Context: an optimization exercise on an open-source flow, tuned for small area, a short achievable clock period and few clock cycles. The choices shown serve that exercise and are no tape-out recipe.
Where RTL was checked, it was by simulation tests only, not by an equivalence proof against the original.
For runs 2 to 6, only the layout was checked, not whether the RTL still works.
Power is estimated from default activity; no workload was simulated.

`flow/design.v`:
```
module frame_codec (
    input  wire        clk,
    input  wire        rst,           
    input  wire        enc_start,
    input  wire        enc_abort,
    input  wire        enc_ext,
    input  wire        enc_dir,       
    input  wire [7:0]  enc_nt,
    input  wire [7:0]  enc_id,
    input  wire [7:0]  enc_attr,
    input  wire [7:0]  enc_opcode,
    input  wire [15:0] enc_pl_len,
    output wire [15:0] pl_addr,       
    input  wire [7:0]  pl_rdata,
    output wire        tx_valid,      
    output wire [7:0]  tx_data,
    input  wire        tx_ready,
    output wire [1:0]  enc_st,
    output wire [1:0]  enc_err,
    output wire [2:0]  enc_cause,
    output wire [15:0] enc_check,
    input  wire        dec_start,
    input  wire        dec_abort,
    input  wire        dec_dir,
    input  wire        rx_valid,      
    input  wire [7:0]  rx_data,
    output wire        rx_ready,
    output wire        dpl_we,        
    output wire [15:0] dpl_waddr,
    output wire [7:0]  dpl_wdata,
    output wire [1:0]  dec_st,
    output wire [1:0]  dec_err,
    output wire [2:0]  dec_cause,
    output reg  [7:0]  dec_nt,
    output reg         dec_ext,
    output reg  [7:0]  dec_id,
    output reg  [7:0]  dec_attr,
    output reg  [7:0]  dec_opcode,
    output wire [15:0] dec_pl_len,
    output wire [15:0] dec_check
);
    localparam [7:0] FRAME_START = 8'h10, FRAME_END = 8'h16, EXT_MARK = 8'h90;
    function automatic [15:0] crc_step(input [15:0] crc, input [7:0] b);
        integer i;
        reg [15:0] c;
        begin
            c = crc ^ {b, 8'h00};
            for (i = 0; i < 8; i = i + 1)
                c = c[15] ? ((c << 1) ^ 16'h1021) : (c << 1);
            crc_step = c;
        end
    endfunction
    function automatic [3:0] legacy_len(input dir, input [7:0] opc);
        begin
            case ({dir, opc})
                {1'b0, 8'h3F}: legacy_len = {1'b1, 3'd4};    
                {1'b1, 8'h3F}: legacy_len = {1'b1, 3'd3};    
                {1'b1, 8'h21}: legacy_len = {1'b1, 3'd1};    
                default:       legacy_len = {1'b0, 3'd0};
            endcase
        end
    endfunction
    localparam [1:0] ST_IDLE = 2'd0, ST_BUSY = 2'd1, ST_DONE = 2'd2, ST_FAULT = 2'd3;
    localparam N_NT = 0, N_MARK = 1, N_ID = 2, N_ATTR = 3, N_LENLO = 4, N_LENHI = 5,
               N_OPC = 6, N_PAY = 7, N_CHK1 = 8, N_CHK2 = 9, N_END = 10;
    reg [1:0]  e_st;
    reg [1:0]  e_cause;
    reg        e_err;
    reg [10:0] e_n;
    reg        e_ext;
    reg [7:0]  e_nt, e_id, e_attr, e_opcode;
    reg [15:0] e_len;         
    reg [15:0] e_p;           
    reg [15:0] e_crc;         
    reg [7:0]  e_o;           
    reg        e_ov;          
    reg        e_og;          
    reg [7:0]  e_s;           
    reg        e_sv;
    reg        e_rv;          
    wire [3:0]  e_tab   = legacy_len(enc_dir, enc_opcode);
    wire        e_c1    = !enc_ext && enc_opcode == EXT_MARK;
    wire        e_c2    = !enc_ext && !e_tab[3];
    wire        e_c3    = enc_ext ? (enc_pl_len == 16'hFFFF) : (enc_pl_len != {13'd0, e_tab[2:0]});
    wire [1:0]  e_ncause = e_c1 ? 2'd1 : e_c2 ? 2'd2 : e_c3 ? 2'd3 : 2'd0;
    wire        e_fire  = e_ov && tx_ready;
    wire        e_free  = !e_ov || tx_ready;
    wire        e_pend  = e_sv || e_rv;
    wire        e_more  = e_p != e_len;
    wire        e_ldpay = e_free && e_n[N_PAY];
    wire        e_iss   = e_more && !(e_pend && !e_ldpay);
    wire [15:0] e_pinc  = e_p + 16'd1;
    wire [15:0] e_crcs  = crc_step(e_crc, e_o);
    wire [7:0]  e_sum   = e_crc[7:0] - e_o;
    wire [15:0] e_crcn  = e_ext ? e_crcs : {e_crc[15:8], e_sum};
    wire        e_topay = e_pend || e_more;       
    wire [7:0]  e_src =
        ({8{e_n[N_NT]}}    & e_nt) |
        ({8{e_n[N_MARK]}}  & (e_ext ? EXT_MARK : e_opcode)) |
        ({8{e_n[N_ID]}}    & e_id) |
        ({8{e_n[N_ATTR]}}  & e_attr) |
        ({8{e_n[N_LENLO]}} & e_pinc[7:0]) |
        ({8{e_n[N_LENHI]}} & e_pinc[15:8]) |
        ({8{e_n[N_OPC]}}   & e_opcode) |
        ({8{e_n[N_PAY]}}   & (e_sv ? e_s : pl_rdata)) |
        ({8{e_n[N_CHK1]}}  & (e_ext ? e_crcn[15:8] : e_crcn[7:0])) |
        ({8{e_n[N_CHK2]}}  & (e_ext ? e_crc[7:0] : FRAME_END));
    wire        e_srcv = !e_n[N_END] && (!e_n[N_PAY] || e_pend);
    wire [10:0] e_nn;
    assign e_nn[N_NT]    = 1'b0;
    assign e_nn[N_MARK]  = e_n[N_NT];
    assign e_nn[N_ID]    = e_n[N_MARK] && e_ext;
    assign e_nn[N_ATTR]  = e_n[N_ID];
    assign e_nn[N_LENLO] = e_n[N_ATTR];
    assign e_nn[N_LENHI] = e_n[N_LENLO];
    assign e_nn[N_OPC]   = e_n[N_LENHI];
    assign e_nn[N_PAY]   = ((e_n[N_MARK] && !e_ext) || e_n[N_OPC]) ? e_topay : (e_n[N_PAY] && e_more);
    assign e_nn[N_CHK1]  = ((e_n[N_MARK] && !e_ext) || e_n[N_OPC]) ? !e_topay : (e_n[N_PAY] && !e_more);
    assign e_nn[N_CHK2]  = e_n[N_CHK1];
    assign e_nn[N_END]   = e_n[N_CHK2];
    assign enc_st    = e_st;
    assign enc_err   = {1'b0, e_err};
    assign enc_cause = {1'b0, e_cause};
    assign enc_check = e_crc;
    assign pl_addr   = e_p;
    assign tx_valid  = e_ov;
    assign tx_data   = e_o;
    always @(posedge clk) begin
        if (rst || enc_abort) begin
            e_st    <= ST_IDLE;
            e_cause <= 2'd0;
            e_err   <= 1'b0;
            e_ov    <= 1'b0;
        end else if (e_st != ST_BUSY) begin
            if (enc_start) begin
                e_cause <= e_ncause;
                e_err   <= e_ncause != 2'd0;
                e_st    <= (e_ncause != 2'd0) ? ST_FAULT : ST_BUSY;
                e_ov    <= e_ncause == 2'd0;
            end
        end else if (e_fire && e_n[N_END]) begin
            e_st <= ST_DONE;
            e_ov <= 1'b0;
        end else if (e_free)
            e_ov <= e_srcv;
    end
    always @(posedge clk) begin
        if (e_st != ST_BUSY) begin
            if (enc_start) begin
                e_ext    <= enc_ext;
                e_nt     <= enc_nt;
                e_id     <= enc_id;
                e_attr   <= enc_attr;
                e_opcode <= enc_opcode;
                e_len    <= enc_pl_len;
                e_p      <= enc_pl_len;
                e_o      <= FRAME_START;
                e_og     <= 1'b0;
                e_n      <= 11'd1 << N_NT;
                e_crc    <= {8'd0, {8{!enc_ext}}};
                e_sv     <= 1'b0;
                e_rv     <= 1'b0;
            end
        end else begin
            if (e_fire && e_og) e_crc <= e_crcn;
            if (e_free) begin
                e_o  <= e_src;
                e_og <= |e_n[N_PAY:N_NT];
                if (e_srcv) e_n <= e_nn;
            end
            e_rv <= e_iss;
            if (e_sv ? !e_ldpay : (e_rv && !e_ldpay)) begin
                if (!e_sv) e_s <= pl_rdata;
                e_sv <= 1'b1;
            end else
                e_sv <= 1'b0;
            if (e_free && ((e_n[N_NT] && !e_ext) || e_n[N_LENHI]))
                e_p <= 16'd0;
            else if (e_iss)
                e_p <= e_pinc;
        end
    end
    localparam [3:0] D_HUNT = 4'd0, D_NT = 4'd1, D_OPC = 4'd2, D_XID = 4'd3, D_XATTR = 4'd4,
                     D_XLO = 4'd5, D_XHI = 4'd6, D_XOPC = 4'd7, D_PAY = 4'd8,
                     D_CK1 = 4'd9, D_CK2 = 4'd10;
    reg [1:0]  d_st;
    reg        d_rx;          
    reg [3:0]  d_pos;
    reg [7:0]  d_b;           
    reg        f_nt;          
    reg        f_step;        
    reg        f_lopc;        
    reg        f_lpay;        
    reg        f_we;          
    reg        f_ck1, f_ck2;  
    reg        d_dir;
    reg [15:0] d_crc;         
    reg        d_bad;
    reg [15:0] d_cnt;         
    reg [15:0] d_rem;         
    reg [2:0]  d_cause;
    reg [1:0]  d_err;
    wire        d_take  = d_rx && rx_valid;
    wire [7:0]  rb      = rx_data;
    wire        rb_mark = rb == EXT_MARK;
    wire [3:0]  d_tab   = legacy_len(d_dir, rb);
    wire        d_last  = d_rem == 16'd1;
    wire [15:0] d_crcs  = crc_step(f_nt ? 16'd0 : d_crc, d_b);
    wire [7:0]  d_sum   = (f_lopc ? dec_nt : d_crc[7:0]) + d_b;
    assign dec_st     = d_st;
    assign dec_err    = d_err;
    assign dec_cause  = d_cause;
    assign rx_ready   = d_rx;
    assign dpl_we     = f_we;
    assign dpl_waddr  = d_cnt;
    assign dpl_wdata  = d_b;
    assign dec_pl_len = d_cnt;
    assign dec_check  = d_crc;
    always @(posedge clk) d_b <= rb;
    always @(posedge clk) begin
        if (rst || dec_abort) begin
            d_st    <= ST_IDLE;
            d_rx    <= 1'b0;
            d_cause <= 3'd0;
            d_err   <= 2'd0;
            f_we    <= 1'b0;
            f_ck2   <= 1'b0;
        end else begin
            f_we  <= d_take && d_pos == D_PAY;
            f_ck2 <= d_take && d_pos == D_CK2;
            if (d_st != ST_BUSY) begin
                if (dec_start) begin
                    d_cause <= 3'd0;
                    d_err   <= 2'd0;
                    d_st    <= ST_BUSY;
                    d_rx    <= 1'b1;
                end
            end else if (d_take) begin
                case (d_pos)
                    D_OPC: if (!rb_mark && !d_tab[3]) begin
                        d_cause <= 3'd4; d_err <= 2'd2; d_st <= ST_FAULT; d_rx <= 1'b0;
                    end
                    D_XHI: if (rb == 8'd0 && d_rem[7:0] == 8'd0) begin
                        d_cause <= 3'd5; d_err <= 2'd2; d_st <= ST_FAULT; d_rx <= 1'b0;
                    end
                    D_CK2: d_rx <= 1'b0;      
                    default: ;
                endcase
            end
            if (f_ck2) begin
                if (dec_ext) begin
                    if (d_bad || d_b != d_crc[7:0]) begin
                        d_cause <= 3'd3; d_err <= 2'd1; d_st <= ST_FAULT;
                    end else
                        d_st <= ST_DONE;
                end else if (d_bad) begin
                    d_cause <= 3'd1; d_err <= 2'd1; d_st <= ST_FAULT;
                end else if (d_b != FRAME_END) begin
                    d_cause <= 3'd2; d_err <= 2'd1; d_st <= ST_FAULT;
                end else
                    d_st <= ST_DONE;
            end
        end
    end
    always @(posedge clk) begin
        f_nt   <= d_take && d_pos == D_NT;
        f_step <= d_take && (d_pos == D_NT || (d_pos == D_OPC && rb_mark) ||
                             (d_pos >= D_XID && d_pos <= D_XOPC) || (d_pos == D_PAY && dec_ext));
        f_lopc <= d_take && d_pos == D_OPC && !rb_mark;
        f_lpay <= d_take && d_pos == D_PAY && !dec_ext;
        f_ck1  <= d_take && d_pos == D_CK1;
        if (d_st != ST_BUSY) begin
            if (dec_start) begin
                d_dir <= dec_dir;
                d_pos <= D_HUNT;
            end
        end else if (d_take) begin
            case (d_pos)
                D_HUNT: if (rb == FRAME_START) d_pos <= D_NT;
                D_NT: begin
                    dec_nt   <= rb;
                    dec_id   <= 8'd0;       
                    dec_attr <= 8'd0;
                    d_pos    <= D_OPC;
                end
                D_OPC: begin                
                    dec_ext    <= rb_mark;
                    dec_opcode <= rb;
                    d_rem      <= {13'd0, d_tab[2:0]};
                    d_pos      <= rb_mark ? D_XID : D_PAY;
                end
                D_XID: begin
                    dec_id <= rb;
                    d_pos  <= D_XATTR;
                end
                D_XATTR: begin
                    dec_attr <= rb;
                    d_pos    <= D_XLO;
                end
                D_XLO: begin
                    d_rem[7:0] <= rb;
                    d_pos      <= D_XHI;
                end
                D_XHI: begin
                    d_rem[15:8] <= rb;
                    d_pos       <= D_XOPC;
                end
                D_XOPC, D_PAY: begin
                    if (d_pos == D_XOPC) dec_opcode <= rb;
                    d_rem <= d_rem - 16'd1;
                    d_pos <= d_last ? D_CK1 : D_PAY;
                end
                D_CK1:   d_pos <= D_CK2;
                default: ;
            endcase
        end
        if (f_step) d_crc <= d_crcs;
        if (f_lopc || f_lpay) d_crc[7:0] <= d_sum;
        if (f_we) d_cnt <= d_cnt + 16'd1;
        if (d_st != ST_BUSY && dec_start) d_cnt <= 16'd0;
        if (f_ck1) begin
            if (dec_ext) begin
                d_bad       <= d_b != d_crc[15:8];
                d_crc[15:8] <= d_b;
            end else begin
                d_bad <= d_b != ~d_crc[7:0];
                d_crc <= {8'd0, d_b};
            end
        end
        if (f_ck2 && dec_ext) d_crc[7:0] <= d_b;
    end
endmodule
```
`flow/flow/run.sh`:
```
#!/bin/bash
# The standard layout, with every port buffered by a plain buffer (buf_1) instead of the
# delay buffer buffer_ports picks by default (repair upsizes it where timing needs), clock
# tree synthesis without the dummy loads it adds for balancing, and a tighter setup margin
# for the repair after global routing.
set -euo pipefail
export BUFFER_PORTS_ARGS="-buffer_cell sky130_fd_sc_hd__buf_1"
export CTS_ARGS="-sink_clustering_enable -repair_clock_nets -sink_clustering_size 20 -sink_clustering_max_diameter 100 -dont_use_dummy_load"
bash standard.sh cts > standard_cts.log 2>&1
bash standard.sh SETUP_SLACK_MARGIN=3.7 finish > standard.log 2>&1
```
`flow/standard.sh`:
```
#!/bin/bash
# synth_recipe.tcl (not shown) runs the flow's synth.tcl, then flattens the netlist and writes it again
# the make line also repeats each setting of config.mk as NAME=value (left out here)
make -C /OpenROAD-flow-scripts/flow DESIGN_CONFIG=/design/flow/config.mk WORK_HOME=/design/flow/orfs CLKGATE_MAP_FILE= SYNTH_SCRIPT=/design/flow/synth_recipe.tcl "${@:-finish}"
```
`flow/config.mk`:
```
export PLATFORM = sky130hd
export DESIGN_NAME = frame_codec
export DESIGN_NICKNAME = frame_codec
export VERILOG_FILES = /design/flow/design.v
export SDC_FILE = /design/flow/constraint.sdc
export NUM_CORES = 4
export LEC_CHECK = 0
export CAP_MARGIN = 20
export CORE_MARGIN = 2
export CORE_UTILIZATION = 55
export CTS_CLUSTER_DIAMETER = 100
export CTS_CLUSTER_SIZE = 20
export SETUP_SLACK_MARGIN = 3.6
export SLEW_MARGIN = 20
```
`flow/constraint.sdc`:
```
create_clock -name core_clock -period 6.0 [get_ports {clk}]
set_input_delay 1.2000 -clock core_clock [delete_from_list [all_inputs] [get_ports {clk}]]
set_output_delay 1.2000 -clock core_clock [all_outputs]
set_load 0.01 [all_outputs]
```
==> results of run 1 <==
==> per-layer routing <==
metal  up-vias  GRT usage [%]  part of all wire (%)
met2       351           48.7                    51
li1       4617              -                     -
met4         0           9.72                   3.3
met5         -              0                     0
met1      4715           35.9                    40
met3        70           3.10                   5.8
==> layout make-up <==
cell class | instances | share of cell area (%)
antenna | 2 | 0.0346
clock buffer | 15 | 2.59
inverter | 39 | 1.08
multi-input combinational | 801 | 37.9
sequential | 227 | 43.9
tap | 275 | 2.38
timing repair buffer | 318 | 12.1
timing repair inverter | 2 | 0.0865
==> state kept, by name, summed over array words and instances (netlist names), 11 cells and up <==
| signal | cells |
|---|---|
| e_len | 16 |
| e_n | 11 |
| e_crc | 16 |
| d_cnt | 16 |
| d_rem | 16 |
| e_p | 16 |
| d_crc | 16 |
==> power by group through the flow <==
| stage | registers [mW] | logic [mW] | clock network, mW |
|---|---|---|---|
| floorplan | 1.92 | 0.510 | 0 |
| global placement | 1.97 | 0.697 | 0 |
| detailed placement | 1.97 | 0.704 | 0 |
| CTS | 1.93 | 0.738 | 0.976 |
| global route | 1.92 | 0.942 | 1.02 |
| finish | 1.91 | 0.860 | 0.961 |
==> synth_stat cells, types with 9 or more instances <==
master / n / area share [%]
nand2_1: 108 / 3.4
o21ai_0: 79 / 3.3
nor2b_1: 14 / 0.73
nor4_1: 18 / 0.94
dfxtp_1: 53 / 8.9
ha_1: 19 / 2.0
nor3_1: 26 / 1.1
mux2_2: 17 / 1.6
nand3_1: 32 / 1.3
nand4_1: 26 / 1.4
xor2_1: 51 / 3.7
nor2_1: 89 / 2.8
clkbuf_1: 40 / 1.3
mux2i_1: 12 / 1.0
nand2b_1: 9 / 0.47
xnor2_1: 83 / 6.1
a21oi_1: 48 / 2.0
inv_1: 38 / 1.2
or3_1: 11 / 0.58
and2_1: 26 / 1.4
edfxtp_1: 174 / 44
buf_4: 19 / 1.2
==> through the flow <==
stage	hold slack [ns]	instances	total power, mW
after floorplan	0.432	1132	2.44
after global placement	0.463	1563	2.66
after detailed placement	0.465	1563	2.67
after CTS	0.485	1596	3.64
after global routing	0.513	1677	3.89
final	0.494	1679	3.73
==> worst max-delay path by stage <==
stage,startpoint,to,slack (ns)
3_5_place_dp,enc_start,e_ov$_SDFFE_PP0P_,2.86
3_3_place_gp,enc_start,e_ov$_SDFFE_PP0P_,2.89
6_report,e_crc[0]$_DFFE_PP_,enc_check[0],3.63
5_1_grt,f_lopc$_DFF_P_,d_crc[7]$_DFF_P_,3.53
2_1_floorplan,rx_data[3],d_rx$_SDFFE_PP0P_,3.41
4_1_cts,e_crc[0]$_DFFE_PP_,e_o[6]$_SDFFCE_PN0P_,3.60
==> kinds of logic after synthesis <==
kind of cell               Yosys count
adders and majority gates           21
other                                1
DFF                                227
AOI/OAI and AO/OA                  214
xor gates and xnor gates           135
buffers and inverters              104
muxes                               29
and+or+nand+nor                    400
==> timing repair <==
item                                    in CTS  in global routing
gates resized for setup                     41                128
pin swaps                                    4                 33
buffers inserted                            17                 80
gates cloned                                 1                  1
endpoints found under the setup margin     141                216
==> worst max-delay path, stage by stage (launching register included) <==
cell	delay (ns)
edfxtp_1	0.44
buf_6	0.15
buf_6	0.11
==> key figures, run 1 <==
Timing
  • Slew headroom: 43.7%
  • Setup_tns: 0 ns
  • Worst clock skew: 0.0399 ns
  • Tcrit/Tclk final: 39.5%
  • Max-slew violations: 0
  • Final-report hold violation count: 0
  • Worst-margin pin slew: 0.843 ns
  • Fin worst setup slack: 3.63 ns
  • FMAX: 0.421 GHz
  • Setup Viol. Count Final: 0
  • Unrepaired setup endpoints after global routing: true
  • Final min period: 2.37 ns

CTS
  • # H-tree levels: 1
  • Hold buffer count at CTS: 0
  • Clk slew on worst S/H paths: 0.09 ns
  • Root Buffer Master: clkbuf_16
  • CTS tree: done
  • CTS Sinks: 227
  • Skew-Pair Late Insertion Delay: 0.48 ns
  • CTS buffer count: 15
  • Max clock buf depth: 3

Critical path
  • Crit-path max FO: 2
  • Startpoint Class: flop
  • CP Data Arrival Time: 1.17 ns
  • FF-to-FF setup slack: 3.66 ns
  • R2R cell count: 10
  • CP Class: flop to output pin
  • Setup crit end kind: output pin
  • CP Data Required Time: 4.80 ns
  • R2r startpoint: e_crc[0]$_DFFE_PP_
  • Reg-to-reg endpoint: e_o[6]$_SDFFCE_PN0P_

Power
  • Int Pwr: 2.64 mW
  • NetSw: 1.09 mW
  • Net Sw Frac: 29.3%
  • Clock share of power: 25.7%
  • Cell Pwr Density: 258 nW/um^2
  • Combinational power share: 23.0%
  • Leakage: 5.16 nW
  • Seq pwr share: 51.2%
  • Max IR drop VDD: 0.000203 V

Min path
  • Hold EP: d_err[1]$_SDFF_PP0_
  • Hold Crit Start: d_err[1]$_SDFF_PP0_
  • WHS Path Cells: 2
  • Worst Hold Class: flop to flop

Route
  • DR vias/cell: 5.81
  • Via Count: 9753
  • Routed len/inst: 20.2 um
  • Initial drt markers: 850
  • DRC: 0
  • DRT Wirelength: 33.9 mm
  • DRT antenna net count: 0
  • DRT Pass-1 Iters: 5

Placement
  • RD Place Congestion: 0.873
  • DP Area: 12900 um^2
  • Port Buf Inserts: 218
  • Dpl hpwl: 23.5 mm
  • Dpl ws: 2.86 ns

Die
  • Initial core utilization: 56.4%
  • FP Rows: 53
  • I/O pin cnt: 221
  • Core ar.: 21200 um^2
  • Die W: 151 um
  • Die area: 22900 um^2
  • Die Ht: 151 um

Final layout
  • Share of cells above drive strength 1: 19.4%
  • Nets: 1500
  • Synthesis-to-finish area growth: 21.4%
  • Commonest non-fill, non-tap cells in the layout: 175 x buf_1, 174 x edfxtp_1, 107 x nand2_1
  • Commonest non-fill, non-tap cell in the layout: buf_1
  • Design area: 14500 um^2
  • Area of the multi-input gates: 5480 um^2
  • Final Util: 68.4%
  • Fillcell total: 1727
  • Seq. cell area: 6350 um^2

Yosys
  • Synth Cell Area: 11900 um^2
  • Sequential share of the synthesized area: 52.7%
  • Synthesis Warnings: 1
  • Compound-Gate Fraction of Synth Area: 11.3%
  • Synth Flop Type: edfxtp_1
  • Post-Synthesis Cells: 1131
  • Mux contribution to synthesized area: 2.61%
  • Post-synthesis xor/xnor area fraction: 10.0%
  • Mean post-synth cell area: 10.5 um^2
  • Post-synth cell types: 74
  • Post-Synth Simple-Gate Area: 17.1%
  • FF+latch count, synth: 227
  • Number of enable flip-flop cells after synthesis: 174
  • Asr flop ratio synth: 0%
  • Largest family of logic cells by synthesized area: simple AND/OR/NAND/NOR gates
  • Post-Synth Adder-Cell Area: 2.33%

Run
  • Maxcap violations: 0

Global route
  • Largest net degree at the start of global routing: 48
  • Initial antenna violation count: 0
  • Global route overflow: 0
  • Vias in the first global route: 8843
  • Overall routing resource usage: 27.8%
  • First-pass GRT wire length: 48.7 mm

Outcome
  • Status: finished clean
Testbench counts, summed over its fixed seeds: cycles 60,163.
==> run 2, diff against run 1 <==
--- a/flow/design.v
+++ b/flow/design.v
@@ -192,7 +192,7 @@
     reg        f_lopc;        
     reg        f_lpay;        
     reg        f_we;          
-    reg        f_ck1, f_ck2;  
+    reg        f_ck1;         
     reg        d_dir;
     reg [15:0] d_crc;         
     reg        d_bad;
@@ -205,6 +205,8 @@
     wire        rb_mark = rb == EXT_MARK;
     wire [3:0]  d_tab   = legacy_len(d_dir, rb);
     wire        d_last  = d_rem == 16'd1;
+    wire        d_bad1  = dec_ext ? d_b != d_crc[15:8] : d_b != ~d_crc[7:0];
+    wire        d_bad_now = f_ck1 ? d_bad1 : d_bad;
     wire [15:0] d_crcs  = crc_step(f_nt ? 16'd0 : d_crc, d_b);
     wire [7:0]  d_sum   = (f_lopc ? dec_nt : d_crc[7:0]) + d_b;
     assign dec_st     = d_st;
@@ -224,10 +226,8 @@
             d_cause <= 3'd0;
             d_err   <= 2'd0;
             f_we    <= 1'b0;
-            f_ck2   <= 1'b0;
         end else begin
             f_we  <= d_take && d_pos == D_PAY;
-            f_ck2 <= d_take && d_pos == D_CK2;
             if (d_st != ST_BUSY) begin
                 if (dec_start) begin
                     d_cause <= 3'd0;
@@ -243,23 +243,23 @@
                     D_XHI: if (rb == 8'd0 && d_rem[7:0] == 8'd0) begin
                         d_cause <= 3'd5; d_err <= 2'd2; d_st <= ST_FAULT; d_rx <= 1'b0;
                     end
-                    D_CK2: d_rx <= 1'b0;      
+                    D_CK2: begin              
+                        d_rx <= 1'b0;
+                        if (dec_ext) begin
+                            if (d_bad_now || rb != d_crc[7:0]) begin
+                                d_cause <= 3'd3; d_err <= 2'd1; d_st <= ST_FAULT;
+                            end else
+                                d_st <= ST_DONE;
+                        end else if (d_bad_now) begin
+                            d_cause <= 3'd1; d_err <= 2'd1; d_st <= ST_FAULT;
+                        end else if (rb != FRAME_END) begin
+                            d_cause <= 3'd2; d_err <= 2'd1; d_st <= ST_FAULT;
+                        end else
+                            d_st <= ST_DONE;
+                    end
                     default: ;
                 endcase
             end
-            if (f_ck2) begin
-                if (dec_ext) begin
-                    if (d_bad || d_b != d_crc[7:0]) begin
-                        d_cause <= 3'd3; d_err <= 2'd1; d_st <= ST_FAULT;
-                    end else
-                        d_st <= ST_DONE;
-                end else if (d_bad) begin
-                    d_cause <= 3'd1; d_err <= 2'd1; d_st <= ST_FAULT;
-                end else if (d_b != FRAME_END) begin
-                    d_cause <= 3'd2; d_err <= 2'd1; d_st <= ST_FAULT;
-                end else
-                    d_st <= ST_DONE;
-            end
         end
     end
     always @(posedge clk) begin
@@ -319,14 +319,10 @@
         if (f_we) d_cnt <= d_cnt + 16'd1;
         if (d_st != ST_BUSY && dec_start) d_cnt <= 16'd0;
         if (f_ck1) begin
-            if (dec_ext) begin
-                d_bad       <= d_b != d_crc[15:8];
-                d_crc[15:8] <= d_b;
-            end else begin
-                d_bad <= d_b != ~d_crc[7:0];
-                d_crc <= {8'd0, d_b};
-            end
+            d_bad <= d_bad1;
+            if (dec_ext) d_crc[15:8] <= d_b;
+            else         d_crc <= {8'd0, d_b};
         end
-        if (f_ck2 && dec_ext) d_crc[7:0] <= d_b;
+        if (d_take && d_pos == D_CK2 && dec_ext) d_crc[7:0] <= rb;
     end
 endmodule
==> flow/flow/run.sh (replaced) <==
#!/bin/bash
# The standard layout, with every port buffered by a plain buffer (buf_1) instead of the
# delay buffer buffer_ports picks by default; repair upsizes it where timing needs.
set -euo pipefail
export BUFFER_PORTS_ARGS="-buffer_cell sky130_fd_sc_hd__buf_1"
bash standard.sh finish > standard.log 2>&1
--- a/flow/config.mk
+++ b/flow/config.mk
@@ -10,5 +10,5 @@
 export CORE_UTILIZATION = 55
 export CTS_CLUSTER_DIAMETER = 100
 export CTS_CLUSTER_SIZE = 20
-export SETUP_SLACK_MARGIN = 3.6
+export SETUP_SLACK_MARGIN = 3.5
 export SLEW_MARGIN = 20
==> run 2 against run 1 <==
  * Still clean
  * Combinational power down 13%
  * Non-clock buffer count decreased by 74
  * Critical path depth grew 6
==> key figures, run 2 <==
Final layout
  • Synthesis-to-finish area growth: 14.9%
  • Fillcell total: 1803
  • Non-Filler Instances: 1621
  • Share of cells above drive strength 1: 10.1%
  • Final Util: 64.8%
  • Area of the multi-input gates: 5430 um^2
  • Commonest non-fill, non-tap cells in the layout: 202 x buf_1, 173 x edfxtp_1, 87 x nor2_1
  • Commonest non-fill, non-tap cell in the layout: buf_1
  • Nets: 1433
  • Ant diodes: 0
  • Seq. cell area: 6270 um^2

CTS
  • Skew-Pair Late Insertion Delay: 0.49 ns
  • CTS buffer count: 15
  • # H-tree levels: 1
  • Clk slew on worst S/H paths: 0.09 ns
  • CTS Sinks: 226
  • Max clock buf depth: 3
  • Hold buffer count at CTS: 0
  • Root Buffer Master: clkbuf_16
  • CTS tree: done

Route
  • DRT Pass-1 Iters: 4
  • Routed len/inst: 20.7 um
  • Via Count: 9483
  • DR vias/cell: 5.85
  • DRT antenna net count: 0
  • DRC: 0
  • Initial drt markers: 673
  • DRT Wirelength: 33.6 mm

Global route
  • Overall routing resource usage: 28.4%
  • Largest net degree at the start of global routing: 47
  • First-pass GRT wire length: 49.8 mm
  • Initial antenna violation count: 0
  • Global route overflow: 0
  • Vias in the first global route: 8689

Critical path
  • Crit path from: enc_opcode[3]
  • Startpoint Class: input port
  • R2r startpoint: e_crc[0]$_DFFE_PP_
  • CP Data Arrival Time: 2.88 ns
  • CP Data Required Time: 6.37 ns
  • CP Class: input port to flop
  • Setup crit end kind: flop
  • Crit-path max FO: 3
  • FF-to-FF setup slack: 3.53 ns

Die
  • Core ar.: 21200 um^2
  • Die W: 152 um
  • I/O pin cnt: 221
  • FP Rows: 53
  • Initial core utilization: 56.4%
  • Die Ht: 152 um
  • Die area: 23000 um^2

Timing
  • Setup_tns: 0 ns
  • Final-report hold violation count: 0
  • Final min period: 2.52 ns
  • Unrepaired setup endpoints after global routing: true
  • Tcrit/Tclk final: 42.0%
  • Setup Viol. Count Final: 0
  • Slew headroom: 38.3%
  • Worst clock skew: 0.0181 ns
  • Worst-margin pin slew: 0.925 ns
  • FMAX: 0.397 GHz
  • Max-slew violations: 0

Yosys
  • Asr flop ratio synth: 0%
  • Cell with the most instances after synthesis: edfxtp_1
  • Post-synth cell types: 72
  • Cell taking the most area after synthesis: edfxtp_1
  • Post-Synthesis Cells: 1144
  • Sequential share of the synthesized area: 52.3%
  • Number of enable flip-flop cells after synthesis: 173
  • Synthesis Warnings: 1
  • Ranking of synthesized cells by area: edfxtp_1 43%, dfxtp_1 8.9%, xnor2_1 4.9%
  • Mean post-synth cell area: 10.5 um^2
  • Synth Flop Type: edfxtp_1
  • Most common library cells after synthesis: 173 x edfxtp_1, 93 x nor2_1, 91 x o21ai_0
  • Synth Cell Area: 12000 um^2
  • FF+latch count, synth: 226
  • Synth top area share: 43.4%

Placement
  • Post-Place Cells: 1571
  • Dpl hpwl: 24.0 mm
  • Port Buf Inserts: 218
  • RD Place Congestion: 0.909

Power
  • Total power: 3.67 mW
  • Leakage: 4.71 nW
  • Max IR drop VDD: 0.000196 V
  • Cell Pwr Density: 267 nW/um^2

Outcome
  • Status: finished clean

Min path
  • Worst Hold Class: flop to flop
  • Hold Crit Start: d_cause[0]$_SDFFE_PP0P_

Run
  • Maxcap violations: 0
-- run 2: cell types whose count changed after synthesis, moves of 6 or more --
cell | previous run | this run
a211oi_1 | 2 | 14
a21oi_1 | 48 | 57
and2_1 | 26 | 20
nand2_1 | 108 | 90
nor2b_1 | 14 | 37
o21ai_0 | 79 | 91
xnor2_1 | 83 | 67
xor2_1 | 51 | 64
-- run 2: metal layers --
layer | up-vias | GRT usage [%] | routed length (um)
met5 | - | 0 | 0
met2 | 354 | 47.9 | 16300
met3 | 57 | 3.26 | 2030
met1 | 4548 | 38.6 | 14200
li1 | 4524 | - | -
met4 | 0 | 9.31 | 1010
-- run 2: cell type report --
class	instances	share of cell area, %
flip-flops and latches	226	45.6
multi-input cells	814	39.5
repair buffers	244	8.15
clock buffers	23	2.95
well taps	275	2.50
inverters	34	1.00
clock inverters	2	0.182
repair inverters	3	0.164
-- run 2: where the power goes --
group	total [mW]	switching (mW)	internal (mW)
Sequential	1.91	0.128	1.79
Clock	1.01	0.529	0.479
Combinational	0.749	0.419	0.330
-- run 2: timing repair --
action                     4_1_cts  5_1_grt
buffers inserted                12       10
setup endpoints to repair      121       69
pin swaps                       13       13
resized for setup               47       51
gates cloned                     3        0
-- run 2: cell families (layout without fill, tap and decap cells) --
kind of cell	after synthesis	count (layout)	share of synthesized area (%)
multiplexers	24	24	2.17
flip-flops	226	226	52.3
other	1	2	0.0313
adder cells (fa/ha/maj)	20	20	2.22
XOR/XNOR	131	131	9.59
AO/OA/AOI/OAI	235	235	12.4
buffers and inverters	105	306	3.98
AND/OR/NAND/NOR	402	402	17.3
-- run 2: per-stage QoR --
step	setup WS (ns)	instance area (um^2)	hold WS, ns
2_1_floorplan	3.10	12000	0.475
3_3_place_gp	2.69	12800	0.452
3_5_place_dp	2.60	12800	0.456
4_1_cts	3.41	13500	0.467
5_1_grt	3.42	13700	0.505
6_report	3.48	13700	0.466
-- run 2: worst paths after layout --
path                            cells past startpoint                 endpoint
worst max-delay path                                8     e_st[1]$_SDFFE_PP0P_
worst min-delay path                                2  d_cause[0]$_SDFFE_PP0P_
worst max register to register                     11     e_o[6]$_SDFFCE_PN0P_
worst min register to register                      2  d_cause[0]$_SDFFE_PP0P_
-- run 2: worst max-delay path, stage by stage --
cell	delay [ns]
buf_6	0.08
nand4_1	0.14
or4_4	0.46
mux2_4	0.31
o22a_1	0.17
o31a_1	0.28
nor2_2	0.15
a31oi_1	0.10
==> run 3, diff against run 2 <==
--- a/flow/config.mk
+++ b/flow/config.mk
@@ -10,5 +10,5 @@
 export CORE_UTILIZATION = 55
 export CTS_CLUSTER_DIAMETER = 100
 export CTS_CLUSTER_SIZE = 20
-export SETUP_SLACK_MARGIN = 3.5
+export SETUP_SLACK_MARGIN = 3.7
 export SLEW_MARGIN = 20
==> run 3 against run 2 <==
  * Cell count is 5.9% higher
  * Critical path depth is 1 lower
  * Non-clock buffer count is 97 higher
  * Highest routed layer unchanged
  * Synthesized area stayed put
  * Worst hold slack worse by 0.0019 ns
  * Clock skew is 0.0025 ns higher
  * Clock-buffer cell count is 1 higher
  * Still clean on timing, DRC and antenna
  * Sequential power hardly changed
==> key figures, run 3 <==
CTS
  • Skew-Pair Late Insertion Delay: 0.49 ns
  • Clk slew on worst S/H paths: 0.08 ns
  • Max clock buf depth: 3
  • CTS tree: done
  • Root Buffer Master: clkbuf_16
  • # H-tree levels: 1
  • CTS buffer count: 15
  • CTS Sinks: 226
  • Hold buffer count at CTS: 0

Global route
  • Vias in the first global route: 9256
  • First-pass GRT wire length: 52.2 mm
  • Global route overflow: 0
  • Overall routing resource usage: 29.8%
  • Largest net degree at the start of global routing: 46
  • Initial antenna violation count: 0

Yosys
  • Asr flop ratio synth: 0%
  • Most common library cells after synthesis: 173 x edfxtp_1, 93 x nor2_1, 91 x o21ai_0
  • Post-Synth Simple-Gate Area: 17.3%
  • Synth Cell Area: 12000 um^2
  • Post-synthesis xor/xnor area fraction: 9.59%
  • Ranking of synthesized cells by area: edfxtp_1 43%, dfxtp_1 8.9%, xnor2_1 4.9%
  • Cell taking the most area after synthesis: edfxtp_1
  • Synth Flop Type: edfxtp_1
  • Sequential share of the synthesized area: 52.3%
  • Cell with the most instances after synthesis: edfxtp_1
  • Post-synth cell types: 72
  • FF+latch count, synth: 226
  • Number of enable flip-flop cells after synthesis: 173
  • Mean post-synth cell area: 10.5 um^2
  • Mux contribution to synthesized area: 2.17%
  • Largest family of logic cells by synthesized area: simple AND/OR/NAND/NOR gates
  • Compound-Gate Fraction of Synth Area: 12.4%
  • Synth top area share: 43.4%
  • Post-Synthesis Cells: 1144
  • Post-Synth Adder-Cell Area: 2.22%
  • Synthesis Warnings: 1

Die
  • Die W: 152 um
  • Initial core utilization: 56.4%
  • Die Ht: 152 um
  • I/O pin cnt: 221
  • FP Rows: 53
  • Die area: 23000 um^2
  • Core ar.: 21200 um^2

Timing
  • Setup_tns: 0 ns
  • Final-report hold violation count: 0
  • Unrepaired setup endpoints after global routing: true
  • Tcrit/Tclk final: 42.0%
  • Fin worst setup slack: 3.48 ns
  • Worst clock skew: 0.0206 ns
  • Max-slew violations: 0
  • FMAX: 0.397 GHz
  • Worst-margin pin slew: 0.851 ns
  • Final min period: 2.52 ns
  • Slew headroom: 43.1%
  • Setup Viol. Count Final: 0

Critical path
  • Setup crit end kind: flop
  • CP Data Arrival Time: 2.91 ns
  • Slowest library cell on the worst path: or4_4
  • Crit path largest cell delay: 0.59 ns
  • Crit-path max FO: 8
  • Crit path top cell by count: a21o_4
  • CP Class: input port to flop
  • CP Data Required Time: 6.39 ns
  • Startpoint Class: input port
  • Cells along the critical path: buf_12, or4_4, o41ai_4, o21ai_2, a21o_4, a21o_4, a31o_1

Final layout
  • Share of cells above drive strength 1: 23.2%
  • Synthesis-to-finish area growth: 24.9%
  • Non-Filler Instances: 1717
  • Nets: 1528
  • Commonest non-fill, non-tap cells in the layout: 173 x edfxtp_1, 159 x buf_1, 117 x buf_4
  • Design area: 14900 um^2
  • Commonest non-fill, non-tap cell in the layout: edfxtp_1
  • Ant diodes: 0
  • Fillcell total: 1681

Placement
  • RD Place Congestion: 0.878
  • Post-Place Cells: 1571
  • DP Area: 12900 um^2
  • Dpl hpwl: 24.0 mm
  • Port Buf Inserts: 218
  • Dpl ws: 2.57 ns

Min path
  • Worst Hold Class: flop to flop

Power
  • Cell Pwr Density: 257 nW/um^2
  • Leakage: 5.42 nW
  • Total power: 3.84 mW
  • Max IR drop VDD: 0.000219 V

Route
  • Via Count: 10037
  • Initial drt markers: 787
  • DR vias/cell: 5.85
  • DRT Wirelength: 35.4 mm
  • DRT Pass-1 Iters: 5
  • Routed len/inst: 20.6 um
  • DRC: 0
  • DRT antenna net count: 0

Outcome
  • Status: finished clean

Run
  • Maxcap violations: 0
-- run 3: cell counts after synthesis --
Identical to the previous run, type by type.
-- run 3: worst paths after layout --
| path | from | to | slack, ns | cells past startpoint |
|---|---|---|---|---|
| worst max-delay path | rx_data[0] | d_cause[2]$_SDFFE_PP0P_ | 3.48 | 7 |
| worst min-delay path | d_cause[0]$_SDFFE_PP0P_ | d_cause[0]$_SDFFE_PP0P_ | 0.46 | 2 |
| worst max register to register | d_rem[1]$_DFFE_PP_ | d_cause[2]$_SDFFE_PP0P_ | 3.56 | 9 |
| worst min register to register | d_cause[0]$_SDFFE_PP0P_ | d_cause[0]$_SDFFE_PP0P_ | 0.46 | 2 |
-- run 3: worst max-delay path: cells and delay by family --
kind,cells,cell delay (ns)
AOI/OAI and AO/OA,5,1.01
buffers and inverters,1,0.12
and+or+nand+nor,1,0.59
-- run 3: cells by family after synthesis --
kind of cell,after synthesis
AOI/OAI and AO/OA,235
and+or+nand+nor,402
DFF,226
muxes,24
adders and majority gates,20
other,1
xor gates and xnor gates,131
buffers and inverters,105
-- run 3: final cells by class --
type                    count  area, um^2  area share [%]
repair buffers            341        1980            13.3
inverters                  34         135           0.904
repair inverters            1        7.51          0.0502
clock inverters             2        25.0           0.167
flip-flops and latches    226        6330            42.4
well taps                 275         344            2.30
multi-input cells         814        5710            38.2
clock buffers              24         409            2.74
-- run 3: per-layer routing --
metal / wire length [um] / up-vias / track usage (%)
met2: 17000 / 443 / 49.3
met1: 14400 / 4795 / 40.2
met3: 2650 / 73 / 4.13
met4: 1310 / 0 / 10.8
met5: 0 / - / 0
li1: - / 4726 / -
-- run 3: metrics by stage --
stage	hold WS, ns	utilization, %
final	0.464	70.4
after CTS	0.470	67.4
after floorplan	0.475	-
after global placement	0.450	60.9
after global routing	0.506	70.4
after detailed placement	0.458	60.9
-- run 3: power by group --
group          switching (mW)  total (mW)  internal [mW]
clock network           0.540        1.02          0.482
logic                   0.485       0.915          0.430
registers               0.114        1.91           1.79
-- run 3: what timing repair did --
action / 4_1_cts / 5_1_grt
setup endpoints to repair: 214 / 152
gates resized for setup: 120 / 107
setup buffers: 75 / 44
cloned: 1 / 0
pin swaps: 24 / 33
endpoints found under the hold margin: 0 / 0
==> run 4, diff against run 3 <==
--- a/flow/config.mk
+++ b/flow/config.mk
@@ -10,5 +10,5 @@
 export CORE_UTILIZATION = 55
 export CTS_CLUSTER_DIAMETER = 100
 export CTS_CLUSTER_SIZE = 20
-export SETUP_SLACK_MARGIN = 3.7
+export SETUP_SLACK_MARGIN = 3.6
 export SLEW_MARGIN = 20
==> run 4 against run 3 <==
  * Worst hold slack worse by 0.0049 ns
  * Cell count is 3.9% lower
  * Final area is 4.8% lower
  * Sequential share of layout area is 1.7 points higher
  * Clock-buffer cell count is 1 lower
  * Setup slack worse by 0.019 ns
  * Flip-flop and latch count stayed put
  * Die area stayed put
  * Via count is 3.3% lower
  * Global-route usage is 0.74 points lower
  * Critical path depth stayed put
  * Critical path type unchanged
  * First-iteration DRC count is 9.0% lower
==> key figures, run 4 <==
CTS
  • Max clock buf depth: 3
  • Skew-Pair Late Insertion Delay: 0.49 ns
  • Clk slew on worst S/H paths: 0.08 ns
  • Root Buffer Master: clkbuf_16
  • CTS tree: done
  • CTS Sinks: 226
  • # H-tree levels: 1
  • CTS buffer count: 15

Timing
  • Slew headroom: 27.7%
  • Setup_tns: 0 ns
  • FMAX: 0.394 GHz
  • Worst-margin pin slew: 1.08 ns
  • Setup Viol. Count Final: 0
  • Tcrit/Tclk final: 42.3%
  • Worst clock skew: 0.0186 ns
  • Final-report hold violation count: 0
  • Unrepaired setup endpoints after global routing: true
  • Final min period: 2.54 ns
  • Max-slew violations: 0
  • Min Hold Slack: 0.459 ns

Critical path
  • Crit path top cell by count: a21o_4
  • R2R cell count: 9
  • Crit path largest cell delay: 0.59 ns
  • Crit-path max FO: 6
  • Slowest library cell on the worst path: or4_4
  • Cells along the critical path: buf_12, or4_4, o41ai_4, o21ai_2, a21o_4, a21o_4, a31o_1
  • CP Class: input port to flop
  • Startpoint Class: input port
  • R2r startpoint: dec_ext$_DFFE_PP_
  • Reg-to-reg endpoint: d_err[0]$_SDFFE_PP0P_
  • CP Data Arrival Time: 2.93 ns
  • CP Data Required Time: 6.39 ns
  • Setup crit end kind: flop
  • FF-to-FF setup slack: 3.48 ns

Min path
  • Hold Crit Start: d_cause[0]$_SDFFE_PP0P_
  • Hold EP: d_cause[0]$_SDFFE_PP0P_
  • Worst Hold Class: flop to flop
  • WHS Path Cells: 2

Route
  • Via Count: 9710
  • Initial drt markers: 716
  • DRC: 0
  • DRT antenna net count: 0
  • DRT Wirelength: 34.7 mm
  • DR vias/cell: 5.88
  • Routed len/inst: 21.0 um
  • DRT Pass-1 Iters: 6

Final layout
  • Fillcell total: 1726
  • Ant diodes: 0
  • Share of cells above drive strength 1: 14.4%
  • Nets: 1462
  • Synthesis-to-finish area growth: 18.9%
  • Seq. cell area: 6280 um^2
  • Commonest non-fill, non-tap cells in the layout: 199 x buf_1, 173 x edfxtp_1, 85 x nor2_1, 85 x nand2_1, 77 x o21ai_0
  • Area of the multi-input gates: 5570 um^2
  • Commonest non-fill, non-tap cell in the layout: buf_1

Yosys
  • Synth top area share: 43.4%
  • Ranking of synthesized cells by area: edfxtp_1 43%, dfxtp_1 8.9%, xnor2_1 4.9%
  • Asr flop ratio synth: 0%
  • Number of enable flip-flop cells after synthesis: 173
  • Mean post-synth cell area: 10.5 um^2
  • FF+latch count, synth: 226
  • Most common library cells after synthesis: 173 x edfxtp_1, 93 x nor2_1, 91 x o21ai_0
  • Post-synth cell types: 72
  • Synth Cell Area: 12000 um^2
  • Cell taking the most area after synthesis: edfxtp_1
  • Cell with the most instances after synthesis: edfxtp_1
  • Post-Synthesis Cells: 1144
  • Synth Flop Type: edfxtp_1
  • Sequential share of the synthesized area: 52.3%
  • Synthesis Warnings: 1

Global route
  • Vias in the first global route: 8869
  • Largest net degree at the start of global routing: 46
  • Overall routing resource usage: 29.0%
  • Global route overflow: 0
  • Initial antenna violation count: 0
  • First-pass GRT wire length: 51.0 mm

Placement
  • Dpl hpwl: 24.0 mm
  • Port Buf Inserts: 218
  • RD Place Congestion: 0.936

Die
  • Die W: 152 um
  • Die Ht: 152 um
  • FP Rows: 53
  • Die area: 23000 um^2
  • Initial core utilization: 56.4%
  • I/O pin cnt: 221
  • Core ar.: 21200 um^2

Power
  • Cell Pwr Density: 263 nW/um^2
  • Total power: 3.74 mW
  • Leakage: 4.98 nW
  • Max IR drop VDD: 0.000181 V

Outcome
  • Status: finished clean

Run
  • Maxcap violations: 0
## run 4: cell counts after synthesis
No cell type changed its count.
## run 4: cell type report
type | count | area share [%]
Inverter | 34 | 0.950
Clock buffer | 23 | 2.85
Tap cell | 275 | 2.42
Multi-Input combinational cell | 814 | 39.1
Sequential cell | 226 | 44.1
Clock inverter | 2 | 0.176
Timing Repair Buffer | 275 | 10.3
Timing Repair inverter | 1 | 0.0528
## run 4: cell families (layout without fill, tap and decap cells)
family / Yosys count / count (layout) / synth area share, %
simple gates: 402 / 402 / 17.3
flops: 226 / 226 / 52.3
mux: 24 / 24 / 2.17
compound gates: 235 / 235 / 12.4
xor+xnor: 131 / 131 / 9.59
fa+ha+maj: 20 / 20 / 2.22
buf+inv: 105 / 335 / 3.98
other cells: 1 / 2 / 0.0313
## run 4: repair_timing
| action | CTS | global route |
|---|---|---|
| hold buffers | 0 | 0 |
| pin swaps | 20 | 31 |
| setup buffers | 24 | 25 |
| gates resized for setup | 81 | 60 |
| setup endpoints to repair | 135 | 91 |
| cloned | 2 | 1 |
## run 4: how the worst max path moves through the flow
stage / start / end / slack, ns / cells past startpoint
3_5_place_dp: rx_data[3] / d_err[0]$_SDFFE_PP0P_ / 2.60 / 8
5_1_grt: dec_ext$_DFFE_PP_ / d_err[0]$_SDFFE_PP0P_ / 3.39 / 9
3_3_place_gp: rx_data[3] / d_cause[0]$_SDFFE_PP0P_ / 2.68 / 8
4_1_cts: rx_data[3] / d_err[0]$_SDFFE_PP0P_ / 3.43 / 8
6_report: rx_data[5] / d_err[1]$_SDFFE_PP0P_ / 3.46 / 7
2_1_floorplan: rx_data[3] / d_cause[2]$_SDFFE_PP0P_ / 3.10 / 7
## run 4: report_power, final
part	internal, mW	leakage (nW)	total [mW]	switching (mW)
logic	0.364	2.68	0.804	0.440
registers	1.79	2.09	1.92	0.129
clock network	0.479	0.206	1.02	0.541
total	2.63	4.98	3.74	1.11
## run 4: routing by layer
layer | vias to the layer above | wire [um] | global-route usage [%]
met3 | 63 | 2270 | 3.05
met2 | 386 | 16800 | 48.3
met1 | 4670 | 14500 | 40.3
li1 | 4591 | - | -
met4 | 0 | 1070 | 9.07
met5 | - | 0 | 0
## run 4: per-stage QoR
step                      util (%)  instances  setup WS, ns  instance area (um^2)
after floorplan                  -       1145          3.10                 12000
after global placement        60.7       1573          2.68                 12900
after detailed placement      60.7       1573          2.60                 12900
after CTS                     64.8       1624          3.43                 13800
after global routing          67.1       1650          3.39                 14200
final                         67.1       1650          3.46                 14200
## run 4: worst max-delay path: cells and delay by family
kind                   cells  cell delay, ns
AO/OA/AOI/OAI              5            1.03
buffers and inverters      1            0.11
AND/OR/NAND/NOR            1            0.59
==> run 5, diff against run 4 <==
--- a/flow/design.v
+++ b/flow/design.v
@@ -65,6 +65,7 @@
                N_OPC = 6, N_PAY = 7, N_CHK1 = 8, N_CHK2 = 9, N_END = 10;
     reg [1:0]  e_st;
     reg [1:0]  e_cause;
+    reg [1:0]  e_fc;          
     reg        e_err;
     reg [10:0] e_n;
     reg        e_ext;
@@ -133,11 +134,15 @@
             e_ov    <= 1'b0;
         end else if (e_st != ST_BUSY) begin
             if (enc_start) begin
-                e_cause <= e_ncause;
-                e_err   <= e_ncause != 2'd0;
-                e_st    <= (e_ncause != 2'd0) ? ST_FAULT : ST_BUSY;
+                e_st    <= ST_BUSY;
+                e_cause <= 2'd0;
+                e_err   <= 1'b0;
                 e_ov    <= e_ncause == 2'd0;
             end
+        end else if (e_fc != 2'd0) begin      
+            e_st    <= ST_FAULT;
+            e_cause <= e_fc;
+            e_err   <= 1'b1;
         end else if (e_fire && e_n[N_END]) begin
             e_st <= ST_DONE;
             e_ov <= 1'b0;
@@ -147,6 +152,7 @@
     always @(posedge clk) begin
         if (e_st != ST_BUSY) begin
             if (enc_start) begin
+                e_fc     <= e_ncause;
                 e_ext    <= enc_ext;
                 e_nt     <= enc_nt;
                 e_id     <= enc_id;
@@ -192,7 +198,8 @@
     reg        f_lopc;        
     reg        f_lpay;        
     reg        f_we;          
-    reg        f_ck1;         
+    reg        f_f4, f_f5;    
+    reg        f_ck1, f_ck2;  
     reg        d_dir;
     reg [15:0] d_crc;         
     reg        d_bad;
@@ -205,8 +212,8 @@
     wire        rb_mark = rb == EXT_MARK;
     wire [3:0]  d_tab   = legacy_len(d_dir, rb);
     wire        d_last  = d_rem == 16'd1;
-    wire        d_bad1  = dec_ext ? d_b != d_crc[15:8] : d_b != ~d_crc[7:0];
-    wire        d_bad_now = f_ck1 ? d_bad1 : d_bad;
+    wire        d_opc_bad  = !rb_mark && !d_tab[3];
+    wire        d_len_zero = rb == 8'd0 && d_rem[7:0] == 8'd0;
     wire [15:0] d_crcs  = crc_step(f_nt ? 16'd0 : d_crc, d_b);
     wire [7:0]  d_sum   = (f_lopc ? dec_nt : d_crc[7:0]) + d_b;
     assign dec_st     = d_st;
@@ -226,8 +233,14 @@
             d_cause <= 3'd0;
             d_err   <= 2'd0;
             f_we    <= 1'b0;
+            f_ck2   <= 1'b0;
+            f_f4    <= 1'b0;
+            f_f5    <= 1'b0;
         end else begin
             f_we  <= d_take && d_pos == D_PAY;
+            f_f4  <= d_take && d_pos == D_OPC && d_opc_bad;
+            f_f5  <= d_take && d_pos == D_XHI && d_len_zero;
+            f_ck2 <= d_take && d_pos == D_CK2;
             if (d_st != ST_BUSY) begin
                 if (dec_start) begin
                     d_cause <= 3'd0;
@@ -236,29 +249,24 @@
                     d_rx    <= 1'b1;
                 end
             end else if (d_take) begin
-                case (d_pos)
-                    D_OPC: if (!rb_mark && !d_tab[3]) begin
-                        d_cause <= 3'd4; d_err <= 2'd2; d_st <= ST_FAULT; d_rx <= 1'b0;
-                    end
-                    D_XHI: if (rb == 8'd0 && d_rem[7:0] == 8'd0) begin
-                        d_cause <= 3'd5; d_err <= 2'd2; d_st <= ST_FAULT; d_rx <= 1'b0;
-                    end
-                    D_CK2: begin              
-                        d_rx <= 1'b0;
-                        if (dec_ext) begin
-                            if (d_bad_now || rb != d_crc[7:0]) begin
-                                d_cause <= 3'd3; d_err <= 2'd1; d_st <= ST_FAULT;
-                            end else
-                                d_st <= ST_DONE;
-                        end else if (d_bad_now) begin
-                            d_cause <= 3'd1; d_err <= 2'd1; d_st <= ST_FAULT;
-                        end else if (rb != FRAME_END) begin
-                            d_cause <= 3'd2; d_err <= 2'd1; d_st <= ST_FAULT;
-                        end else
-                            d_st <= ST_DONE;
-                    end
-                    default: ;
-                endcase
+                if (d_pos == D_CK2 || (d_pos == D_OPC && d_opc_bad) || (d_pos == D_XHI && d_len_zero))
+                    d_rx <= 1'b0;
+            end
+            if (f_f4 || f_f5) begin
+                d_cause <= {1'b1, 1'b0, f_f5}; d_err <= 2'd2; d_st <= ST_FAULT;
+            end
+            if (f_ck2) begin
+                if (dec_ext) begin
+                    if (d_bad || d_b != d_crc[7:0]) begin
+                        d_cause <= 3'd3; d_err <= 2'd1; d_st <= ST_FAULT;
+                    end else
+                        d_st <= ST_DONE;
+                end else if (d_bad) begin
+                    d_cause <= 3'd1; d_err <= 2'd1; d_st <= ST_FAULT;
+                end else if (d_b != FRAME_END) begin
+                    d_cause <= 3'd2; d_err <= 2'd1; d_st <= ST_FAULT;
+                end else
+                    d_st <= ST_DONE;
             end
         end
     end
@@ -319,10 +327,14 @@
         if (f_we) d_cnt <= d_cnt + 16'd1;
         if (d_st != ST_BUSY && dec_start) d_cnt <= 16'd0;
         if (f_ck1) begin
-            d_bad <= d_bad1;
-            if (dec_ext) d_crc[15:8] <= d_b;
-            else         d_crc <= {8'd0, d_b};
+            if (dec_ext) begin
+                d_bad       <= d_b != d_crc[15:8];
+                d_crc[15:8] <= d_b;
+            end else begin
+                d_bad <= d_b != ~d_crc[7:0];
+                d_crc <= {8'd0, d_b};
+            end
         end
-        if (d_take && d_pos == D_CK2 && dec_ext) d_crc[7:0] <= rb;
+        if (f_ck2 && dec_ext) d_crc[7:0] <= d_b;
     end
 endmodule
--- a/flow/config.mk
+++ b/flow/config.mk
@@ -10,5 +10,5 @@
 export CORE_UTILIZATION = 55
 export CTS_CLUSTER_DIAMETER = 100
 export CTS_CLUSTER_SIZE = 20
-export SETUP_SLACK_MARGIN = 3.6
+export SETUP_SLACK_MARGIN = 3.5
 export SLEW_MARGIN = 20
==> run 5 against run 4 <==
  * Cell count fell by 3.2%
  * Routed wire length fell by 7.8%
  * Synthesized cell count fell by 1.7%
  * Global-route usage fell by 1.4 points
  * Utilization fell by 3.0 points
  * Critical path depth did not move
  * Clock skew rose by 0.0051 ns
  * Sequential share of layout area rose by 3.1 points
  * Worst hold slack improved by 0.0070 ns
  * Still clean on timing, DRC and antenna
  * Flip-flop and latch count rose by 5
  * Register-to-register slack improved by 0.09 ns
  * Via count fell by 4.3%
==> key figures, run 5 <==
Placement
  • Post-Place Cells: 1556
  • RD Place Congestion: 0.893
  • Dpl ws: 2.84 ns
  • Port Buf Inserts: 218
  • Dpl hpwl: 23.2 mm

Route
  • DR vias/cell: 5.81
  • DR WL met3: 1.88 mm
  • DRT Pass-1 Iters: 5
  • Routed len/inst: 20.0 um
  • DRT antenna net count: 0
  • DRC: 0
  • Via Count: 9289
  • Metal1 wirelength: 13.3 mm
  • Met2 WL: 15.6 mm
  • DRT Wirelength: 32.0 mm
  • Initial drt markers: 768
  • DR top layer: met4

Die
  • FP Rows: 53
  • Core ar.: 21200 um^2
  • Die Ht: 151 um
  • Die W: 151 um
  • I/O pin cnt: 221
  • Initial core utilization: 56.5%
  • Die area: 22900 um^2

Timing
  • FMAX: 0.406 GHz
  • Worst clock skew: 0.0237 ns
  • Tcrit/Tclk final: 41.0%
  • Unrepaired setup endpoints after global routing: true
  • Slew headroom: 54.0%
  • Setup_tns: 0 ns
  • Fin worst setup slack: 3.54 ns
  • Setup Viol. Count Final: 0
  • Worst-margin pin slew: 0.687 ns
  • Max-slew violations: 0
  • Final min period: 2.46 ns
  • Final-report hold violation count: 0

Global route
  • First-pass GRT wire length: 48.4 mm
  • Largest net degree at the start of global routing: 55
  • Vias in the first global route: 8613
  • Overall routing resource usage: 27.7%
  • Global route overflow: 0
  • Initial antenna violation count: 1

Yosys
  • Synth Flop Type: edfxtp_1
  • Post-Synth Adder-Cell Area: 2.22%
  • Post-Synth Simple-Gate Area: 16.4%
  • Most common library cells after synthesis: 176 x edfxtp_1, 99 x nand2_1, 82 x nor2_1
  • Compound-Gate Fraction of Synth Area: 11.7%
  • FF+latch count, synth: 231
  • Post-synth cell types: 70
  • Synth top area share: 44.2%
  • Cell taking the most area after synthesis: edfxtp_1
  • Asr flop ratio synth: 0%
  • Post-Synthesis Cells: 1124
  • Synth Cell Area: 11900 um^2
  • Mean post-synth cell area: 10.6 um^2
  • Post-synthesis xor/xnor area fraction: 9.86%
  • Mux contribution to synthesized area: 2.61%
  • Largest family of logic cells by synthesized area: simple AND/OR/NAND/NOR gates
  • Number of enable flip-flop cells after synthesis: 176
  • Cell with the most instances after synthesis: edfxtp_1
  • Synthesis Warnings: 1
  • Sequential share of the synthesized area: 53.5%
  • Ranking of synthesized cells by area: edfxtp_1 44%, dfxtp_1 9.2%, xnor2_1 5.9%

CTS
  • Skew-Pair Late Insertion Delay: 0.50 ns
  • CTS tree: done
  • Max clock buf depth: 3
  • # H-tree levels: 1
  • Hold buffer count at CTS: 0
  • CTS Sinks: 231
  • Clk slew on worst S/H paths: 0.08 ns
  • CTS buffer count: 15
  • Root Buffer Master: clkbuf_16

Min path
  • Worst Hold Class: flop to flop

Power
  • Leakage: 4.58 nW
  • Cell Pwr Density: 275 nW/um^2
  • Max IR drop VDD: 0.000289 V

Critical path
  • Startpoint Class: input port
  • Cells along the critical path: buf_6, or3_4, o32ai_2, a31oi_1, o41ai_2, nand2b_1, a2111oi_2
  • CP Data Arrival Time: 2.84 ns
  • Reg-to-reg endpoint: e_p[9]$_DFFE_PP_
  • R2R cell count: 5
  • Crit path from: enc_opcode[1]
  • Crit path largest cell delay: 0.38 ns
  • Setup crit end kind: flop
  • CP Class: input port to flop
  • Slowest library cell on the worst path: or3_4
  • Worst Setup EP: e_ov$_SDFFE_PP0P_
  • CP Data Required Time: 6.38 ns
  • Crit-path max FO: 2
  • R2r startpoint: e_p[2]$_DFFE_PP_
  • FF-to-FF setup slack: 3.57 ns

Outcome
  • Status: finished clean

Final layout
  • Share of cells above drive strength 1: 8.25%
  • Synthesis-to-finish area growth: 13.5%
  • Nets: 1408
  • Final Util: 64.1%
  • Commonest non-fill, non-tap cells in the layout: 208 x buf_1, 176 x edfxtp_1, 98 x nand2_1
  • Non-Filler Instances: 1598
  • Commonest non-fill, non-tap cell in the layout: buf_1

Run
  • Maxcap violations: 0
[run 5: changes by cell type after synthesis, sizes merged, moves of 5 or more]
| cell | previous run | this run |
|---|---|---|
| xor2 | 64 | 51 |
| nand2 | 90 | 99 |
| xnor2 | 67 | 81 |
| o21a | 4 | 13 |
| nor2b | 37 | 22 |
| o21ai | 92 | 76 |
| a21oi | 57 | 50 |
| nor2 | 93 | 82 |
| clkbuf | 45 | 37 |
| a211oi | 14 | 5 |
| nand3 | 30 | 38 |
| nor3 | 21 | 31 |
| o211ai | 3 | 8 |
[run 5: cell families after synthesis]
| group | after synthesis |
|---|---|
| AO/OA/AOI/OAI | 218 |
| XOR/XNOR | 133 |
| adder cells (fa/ha/maj) | 20 |
| buffers and inverters | 100 |
| flip-flops | 231 |
| multiplexers | 29 |
| other | 1 |
| AND/OR/NAND/NOR | 392 |
[run 5: where the power goes]
part	switching [mW]	internal [mW]
Combinational	0.421	0.324
Sequential	0.143	1.83
Clock	0.535	0.479
Total	1.10	2.63
[run 5: how the worst min path moves through the flow]
stage	startpoint	to	cells past startpoint	slack [ns]
floorplan	f_ck1$_DFF_P_	d_bad$_DFFE_PP_	0	0.43
global placement	d_err[1]$_SDFF_PP0_	d_err[1]$_SDFF_PP0_	2	0.44
detailed placement	d_cause[2]$_SDFF_PP0_	d_cause[2]$_SDFF_PP0_	2	0.45
CTS	d_err[1]$_SDFF_PP0_	d_err[1]$_SDFF_PP0_	2	0.46
global route	d_err[1]$_SDFF_PP0_	d_err[1]$_SDFF_PP0_	2	0.50
finish	d_err[1]$_SDFF_PP0_	d_err[1]$_SDFF_PP0_	2	0.47
[run 5: timing repair]
| item | CTS | global route |
|---|---|---|
| buffers inserted | 4 | 10 |
| gates resized for setup | 24 | 23 |
| cloned | 1 | 0 |
| endpoints found under the setup margin | 47 | 56 |
| pin swaps | 5 | 5 |
[run 5: layout make-up]
cell class	instances	area [um^2]
fillers	1760	7600
flip-flops and latches	231	6400
multi-input cells	794	5230
repair buffers	237	1010
clock buffers	24	409
well taps	275	344
inverters	33	131
clock inverters	2	20.0
repair inverters	1	5.00
diodes	1	2.50
[run 5: layer usage]
metal / track usage, % / up-vias
met2: 45.5 / 302
met5: 0 / -
li1: - / 4458
met1: 36.6 / 4458
met4: 11.5 / 0
met3: 4.43 / 71
[run 5: critical path: cells and delay by family]
kind                   cells  cell delay, ns
AOI/OAI and AO/OA          4            1.00
and+or+nand+nor            2            0.54
buffers and inverters      1            0.09
[run 5: stage by stage]
stage | area, um^2 | power, mW | hold WS, ns
finish | 13600 | 3.73 | 0.466
global route | 13600 | 3.90 | 0.496
CTS | 13400 | 3.74 | 0.464
detailed placement | 12900 | 2.73 | 0.448
global placement | 12900 | 2.72 | 0.443
floorplan | 12000 | 2.48 | 0.432
==> run 6, diff against run 5 <==
--- a/flow/config.mk
+++ b/flow/config.mk
@@ -10,5 +10,5 @@
 export CORE_UTILIZATION = 55
 export CTS_CLUSTER_DIAMETER = 100
 export CTS_CLUSTER_SIZE = 20
-export SETUP_SLACK_MARGIN = 3.5
+export SETUP_SLACK_MARGIN = 3.6
 export SLEW_MARGIN = 20
==> run 6 against run 5 <==
  * Die area did not move
  * Sequential share of layout area fell by 0.97 points
  * Cell count rose by 1.1%
  * Non-clock buffer count rose by 18
  * Worst hold slack got worse by 0.0056 ns
  * Synthesized area did not move
  * Combinational power rose by 11%
  * Clock-buffer cell count did not move
  * Critical path type unchanged
==> key figures, run 6 <==
Placement
  • Dpl hpwl: 23.4 mm
  • RD Place Congestion: 0.857
  • Port Buf Inserts: 218

Route
  • DRT antenna net count: 0
  • Via Count: 9411
  • DRT Wirelength: 33.0 mm
  • Routed len/inst: 20.5 um
  • DRT Pass-1 Iters: 5

Power
  • Seq pwr share: 51.8%
  • Int Pwr: 2.68 mW
  • Combinational power share: 21.7%
  • Total power: 3.81 mW
  • Clock share of power: 26.4%
  • Max IR drop VDD: 0.000194 V
  • Leakage: 4.71 nW
  • Cell Pwr Density: 274 nW/um^2
  • Net Sw Frac: 29.7%

CTS
  • CTS Sinks: 231
  • CTS buffer count: 15
  • Root Buffer Master: clkbuf_16
  • # H-tree levels: 1
  • Max clock buf depth: 3
  • Hold buffer count at CTS: 0
  • CTS tree: done

Die
  • I/O pin cnt: 221
  • Die W: 151 um
  • Die Ht: 151 um
  • Initial core utilization: 56.5%
  • FP Rows: 53

Run
  • Maxcap violations: 0

Yosys
  • Synth Cell Area: 11900 um^2
  • Synthesis Warnings: 1
  • Most common library cells after synthesis: 176 x edfxtp_1, 99 x nand2_1, 82 x nor2_1
  • Post-Synth Simple-Gate Area: 16.4%
  • Mux contribution to synthesized area: 2.61%
  • Synth Flop Type: edfxtp_1
  • Asr flop ratio synth: 0%
  • Mean post-synth cell area: 10.6 um^2
  • Sequential share of the synthesized area: 53.5%
  • Post-Synthesis Cells: 1124
  • Post-synthesis xor/xnor area fraction: 9.86%
  • Cell taking the most area after synthesis: edfxtp_1
  • Number of enable flip-flop cells after synthesis: 176
  • Ranking of synthesized cells by area: edfxtp_1 44%, dfxtp_1 9.2%, xnor2_1 5.9%
  • Compound-Gate Fraction of Synth Area: 11.7%
  • FF+latch count, synth: 231

Final layout
  • Fillcell total: 1739
  • Commonest non-fill, non-tap cells in the layout: 207 x buf_1, 176 x edfxtp_1, 97 x nand2_1
  • Area of the multi-input gates: 5420 um^2
  • Share of cells above drive strength 1: 12.1%
  • Synthesis-to-finish area growth: 16.3%

Outcome
  • Status: finished clean

Critical path
  • Slowest library cell on the worst path: o31a_4
  • CP Data Arrival Time: 2.88 ns
  • Crit path largest cell delay: 0.41 ns
  • CP Class: input port to flop
  • Crit-path max FO: 5
  • Startpoint Class: input port

Timing
  • Final min period: 2.50 ns
  • FMAX: 0.399 GHz
  • Worst clock skew: 0.0184 ns
  • Max-slew violations: 0
  • Worst-margin pin slew: 0.714 ns
  • Min Hold Slack: 0.461 ns
  • Setup_tns: 0 ns

Global route
  • Initial antenna violation count: 1
  • Overall routing resource usage: 27.8%
  • Vias in the first global route: 8814
  • Global route overflow: 0
  • Largest net degree at the start of global routing: 55

Min path
  • Worst Hold Class: flop to flop
run 6: routing by layer:
layer	part of all wire (%)	vias up	global-route usage (%)	wire length, um
met5	0	-	0	0
met2	50	348	47.4	16400
met4	3.4	0	10.1	1130
met1	41	4515	36.3	13400
li1	-	4487	-	-
met3	6.2	61	3.89	2040
run 6: area by class of cell:
class	count	area share [%]
Inverter	33	0.928
Antenna cell	1	0.0180
Timing Repair Buffer	255	8.26
Clock inverter	1	0.0811
Clock buffer	24	2.94
Multi-Input combinational cell	794	39.0
Timing Repair inverter	1	0.0360
Tap cell	275	2.48
Sequential cell	231	46.3
run 6: final timing paths:
path | endpoint | slack, ns | depth (start not counted) | start
max | e_ov$_SDFFE_PP0P_ | 3.50 | 6 | enc_opcode[4]
min | d_cause[2]$_SDFF_PP0_ | 0.46 | 2 | d_cause[2]$_SDFF_PP0_
max reg2reg | d_crc[7]$_DFF_P_ | 3.64 | 9 | f_lopc$_DFF_P_
min reg2reg | d_cause[2]$_SDFF_PP0_ | 0.46 | 2 | d_cause[2]$_SDFF_PP0_
run 6: power by group through the flow:
stage | clock network [mW] | logic (mW) | registers (mW)
2_1_floorplan | 0 | 0.520 | 1.96
3_3_place_gp | 0 | 0.710 | 2.01
3_5_place_dp | 0 | 0.719 | 2.01
4_1_cts | 1.02 | 0.745 | 1.97
5_1_grt | 1.07 | 0.910 | 1.98
6_report | 1.01 | 0.829 | 1.97
run 6: critical path, delay by kind of cell:
family	cells	cell delay (ns)
compound gates	3	1.07
buf+inv	1	0.21
simple gates	2	0.39
run 6: metrics by stage:
step / setup slack, ns / utilization [%] / std cells
6_report: 3.50 / 65.7 / 1615
3_3_place_gp: 3.03 / 61.0 / 1555
5_1_grt: 3.44 / 65.7 / 1614
2_1_floorplan: 3.23 / - / 1125
4_1_cts: 3.48 / 63.8 / 1593
3_5_place_dp: 2.98 / 61.0 / 1555
run 6: what timing repair did:
item | 4_1_cts | 5_1_grt
gates resized for setup | 39 | 54
setup buffers | 12 | 21
setup endpoints to repair | 81 | 82
cloned | 1 | 0
pin swaps | 7 | 16
run 6: cells by family (layout without fill, tap and decap cells):
kind of cell | Yosys count | count (layout)
compound gates | 218 | 218
xor+xnor | 133 | 133
fa+ha+maj | 20 | 20
buf+inv | 100 | 314
flops | 231 | 231
mux | 29 | 29
other cells | 1 | 3
simple gates | 392 | 392

Setup slack of run 6, layout unchanged: 3.495 ns with ideal ports, 3.525 ns with driving cells assumed (clock clkbuf_16, inputs buf_2), 2.996 ns with port delays also shifted by the 0.529 ns mid clock arrival.
